This is an optimization exercise on Yosys and OpenROAD, whose aim is small area, a short achievable clock period and few clock cycles per item, not a production implementation. Where RTL was checked, it was by simulation tests only, not by an equivalence proof against the original. Power is estimated from default activity; no workload was simulated.

== run A ==
// gsc_compressor
module gsc_compressor (
    input  wire        clk,
    input  wire        rst,         
    input  wire        in_valid,
    output wire        in_ready,
    input  wire [1:0]  in_sid,
    input  wire [63:0] in_word,
    output reg         out_valid,
    output reg  [4:0]  out_id,      
    output reg  [6:0]  out_cost,
    output reg         out_last,    
    output reg  [10:0] out_total    
);
Size: roughly 1500 flip-flops, about 95 I/O pins, ~69000 um^2 of cells after synthesis.
Settings: LEC_CHECK=0, CAP_MARGIN=30, CORE_MARGIN=2, CORE_UTILIZATION=50, PLACE_DENSITY=0.65, SLEW_MARGIN=30, SYNTH_HIERARCHICAL=1; clock period 10.0 ns.
standard.sh (not shown) runs the stock make flow with config.mk's settings and CLKGATE_MAP_FILE= SYNTH_SCRIPT=/design/flow/synth_recipe.tcl, a recipe that flattens the netlist after the stock synthesis.
==> flow/flow/run.sh <==
#!/bin/bash
set -euo pipefail
MARGIN=6.7
CTS="-sink_clustering_enable -repair_clock_nets -dont_use_dummy_load"
PORTS="-buffer_cell sky130_fd_sc_hd__buf_2"
bash standard.sh SETUP_SLACK_MARGIN=$MARGIN "CTS_ARGS=$CTS" "BUFFER_PORTS_ARGS=$PORTS" finish > standard_finish.log 2>&1
Run A: all stages complete, timing, DRC and antenna checks passed
Testbench counts of run A, summed over its fixed seeds: cycles 32,800, items 32,768.
diff inputs: run A => run B
Settings: changing CORE_UTILIZATION from 50 to 55; changing PLACE_DENSITY from 0.65 to 0.68.
==> flow/flow/run.sh <==
#!/bin/bash
set -euo pipefail
MARGIN=6.7
CTS="-sink_clustering_enable -repair_clock_nets -dont_use_dummy_load -sink_clustering_size 20 -sink_clustering_max_diameter 100"
PORTS="-buffer_cell sky130_fd_sc_hd__buf_2"
bash standard.sh SETUP_SLACK_MARGIN=$MARGIN "CTS_ARGS=$CTS" "BUFFER_PORTS_ARGS=$PORTS" finish > standard_finish.log 2>&1
==> comparison <==
Diff run A -> run B: cell count shows a reduction of 3.2%; ratio of final minimum period to clock period grew by 1.2 points; highest fanout seen on the critical path went up by 2. pm3[52]$_DFF_P_ as the end of the critical path was reported by run B, and pm3[39]$_DFF_P_ by run A. Total half-perimeter wirelength after legalization and detailed placement | run B below run A. Taking run A as 1.0, run B lands at 1.20 on quantity of gates resized following cts.
diff inputs: run B => run C
Settings: changing CORE_UTILIZATION from 55 to 50; changing PLACE_DENSITY from 0.68 to 0.65.
## What came out
- | post-route non-filler standard cell count | lower: run B |
- Fmax grows by a few percent when moving from run B to run C.
- When run C is measured against run B, its post-route cell area turns out 0.69% higher.
- Of run C and run B, the run reporting the higher layout overhead on the synthesized area was run C.
- Higher routed via count goes to run B over run C.
- Setup slack: run C vs run B up 110 ps
- Sort run C and run B by met3 routing resource usage after global routing desc -> top: run B
- Placeable core region (run C over run B): increase, about 10%
Here is what was changed in the inputs of run D compared with run C.
--- a/flow/flow/run.sh
+++ b/flow/flow/run.sh
@@ -1,5 +1,5 @@
 #!/bin/bash
 set -euo pipefail
-MARGIN=6.7
+MARGIN=7.0
 CTS="-sink_clustering_enable -repair_clock_nets -dont_use_dummy_load -sink_clustering_size 20 -sink_clustering_max_diameter 100"
 PORTS="-buffer_cell sky130_fd_sc_hd__buf_2"
==> comparison <==
The lower share of cell area taken by flip-flops and latches came out of run D.
Comparing run D against run C, there is no change at all in overflow left after global routing.
Diff run D..run C | non-clock inverter total of the final layout | negligible
On routed wire length: between run C and run D, it ends up higher for run D.
Re number of clock sinks: no difference whatsoever between run C and run D.
On wire length per cell after detailed routing, run C and run D are neck and neck.
Run D against run C: leakage power climbed about 6%; layout-stage area growth over the synthesis result went up by 7.2 points; vias after detailed routing up about 1.3%.
Against run C, final area in run D rose by a few percent.

gsc_compressor, a different RTL version from the one above (not shown whole).
Size in the first run: roughly 1600 flip-flops, ~95 I/O pins.
Settings: LEC_CHECK=0, CAP_MARGIN=30, CORE_MARGIN=2, CORE_UTILIZATION=50, PLACE_DENSITY=0.65, SLEW_MARGIN=30, SYNTH_HIERARCHICAL=1; clock period 10.0 ns.
==> flow/flow/run.sh <==
#!/bin/bash
set -euo pipefail
MARGIN=6.7
CTS="-sink_clustering_enable -repair_clock_nets -dont_use_dummy_load"
PORTS="-buffer_cell sky130_fd_sc_hd__buf_2"
bash standard.sh SETUP_SLACK_MARGIN=$MARGIN "CTS_ARGS=$CTS" "BUFFER_PORTS_ARGS=$PORTS" finish > standard_finish.log 2>&1
Then changed:
==> flow/flow/run.sh (replaced) <==
#!/bin/bash
set -euo pipefail
MARGIN=6.5
CTS="-sink_clustering_enable -repair_clock_nets -dont_use_dummy_load"
bash standard.sh SETUP_SLACK_MARGIN=$MARGIN "CTS_ARGS=$CTS" finish > standard_finish.log 2>&1
Cell area fell by 0.43%; die area does not change; via count rose by 3.5%; clock skew rose by 18 ps; non-clock buffer count fell by 2; routed wire length rose by 8.2%; worst setup slack got worse by 250 ps; utilization fell by 0.25 points.
No run of this note included a check of the RTL's function; only the layout flow was run.

Setup of run 1:
Another version of the RTL of gsc_compressor (not shown whole).
Size in the first run: roughly 1,200 flip-flops, ~62,000 µm² of cells after synthesis.
Settings: LEC_CHECK=0, CAP_MARGIN=30, CORE_MARGIN=2, CORE_UTILIZATION=40, SLEW_MARGIN=30, SYNTH_HIERARCHICAL=1; clock period 10.0 ns.
==> flow/flow/run.sh <==
#!/bin/bash
set -euo pipefail
MARGIN=7
bash standard.sh SETUP_SLACK_MARGIN=$MARGIN finish > standard_finish.log 2>&1
Run 1 did not stop at any stage, and its layout met the timing, design-rule and antenna checks.
Testbench counts of run 1, summed over its fixed seeds: cycles 32,792, items 32,768.
The following lists how run 2 was set up differently from run 1:
Settings: setting PLACE_DENSITY to 0.75 for the first time; changing CORE_UTILIZATION from 40 to 65.
==> flow/flow/run.sh <==
#!/bin/bash
set -euo pipefail
MARGIN=6.5
CTS="-sink_clustering_enable -repair_clock_nets -dont_use_dummy_load"
bash standard.sh SETUP_SLACK_MARGIN=$MARGIN "CTS_ARGS=$CTS" finish > standard_finish.log 2>&1
### Flow results
The HPWL reported at the end of detailed placement number comes out lower for run 2 vs run 1.
Run 2: it failed during global routing, and the tool reported GRT-0116.
From run 1 to run 2 the numbers moved as follows: placed standard-cell area has decreased; number of cells in the design after placement saw a decrease; CTS H-tree depth closely matched the old numbers; total clock buffers created by CTS decreased by 10 relative to the old numbers; vertical die dimension decreased 85 µm.
Delta (run 2 minus run 1): pre-CTS worst setup slack climbed 0.20 ns; count of standard-cell rows dropped 22%; number of cells upsized or downsized after cts dropped 30%; post-CTS repair timing setup buffer count dropped 212; die boundary width dropped 21%.
diff inputs: run 2 => run 3
Settings: putting SETUP_SLACK_MARGIN at 5 where nothing was set; swapping 65 for 40 in CORE_UTILIZATION; clearing PLACE_DENSITY, which used to be 0.75.
==> flow/run.sh (new file) <==
#!/bin/bash
# synth_recipe.tcl (not shown) runs the flow's synth.tcl, then flattens the netlist and writes it again
# the make line also repeats each setting of config.mk as NAME=value (left out here)
make -C /OpenROAD-flow-scripts/flow DESIGN_CONFIG=/design/flow/config.mk WORK_HOME=/design/flow/orfs CLKGATE_MAP_FILE= SYNTH_SCRIPT=/design/flow/synth_recipe.tcl finish
removed: flow/flow/run.sh
removed: flow/standard.sh
==> run notes <==
- Run 3 finished end to end and its layout was clean on timing, DRC and antenna.
- Diff run 3..run 2 | synthesized cell count | unchanged
- Changes observed in run 3 relative to run 2: post-synthesis share of cell area spent on full adders, half adders and majority gates has remained practically unchanged; number of flops mapped to enable cells by yosys has remained practically unchanged; buffers inserted during post-CTS setup optimization has decreased.
- Delta(initial standard-cell utilization of the core, run 3 - run 2) < 0
- Simple-gate area share of the yosys netlist came out exactly the same in run 2 and run 3.
- Compared with run 2, run 3 shows a count of placed standard cells including taps that is 14% higher.

port drivers added, routing unchanged:
The flow's constraints put no driver on any port. The routed layouts listed below were extracted and timed again, unchanged, in two steps.
Step 1: set_driving_cell puts a clkbuf_16 on clk and a buf_2 on each other input, an assumption about the parent block.
Step 2 adds t to the input delays and takes it off the output delays; t is the mean of the earliest and latest rising clock arrival at the registers after step 1. Input paths then give back, and output paths get back, about the clock's delay inside the block.
a / b / c = ideal ports / drivers / drivers and shift; a / b = the first two.
run | t (ns) | setup slack, ns | hold WS [ns] | clock arrival spread, ns | cell pins on the clock port's net
run A | 0.842 | 6.586 / 6.586 / 6.586 | 0.430 / 0.430 / 0.430 | 0.135 / 0.134 | 1
run B | 0.828 | 6.469 / 6.469 / 6.469 | 0.452 / 0.452 / 0.452 | 0.106 / 0.106 | 1
run C | 0.815 | 6.581 / 6.581 / 6.581 | 0.435 / 0.435 / 0.435 | 0.103 / 0.103 | 1
run D | 0.810 | 6.731 / 6.644 / 6.738 | 0.440 / 0.440 / 0.440 | 0.108 / 0.107 | 1
the first run of note 2 | 0.856 | 6.525 / 6.525 / 6.525 | 0.391 / 0.391 / 0.391 | 0.106 / 0.106 | 1
the second run of note 2 | 0.855 | 6.275 / 6.275 / 6.275 | 0.408 / 0.408 / 0.408 | 0.127 / 0.126 | 1
run 1 | 0.867 | 5.446 / 5.446 / 5.446 | 0.457 / 0.457 / 0.457 | 0.081 / 0.081 | 1
run 3 | 0.852 | 4.810 / 4.810 / 4.810 | 0.440 / 0.440 / 0.440 | 0.125 / 0.126 | 1
After both steps every run listed still meets setup and hold.
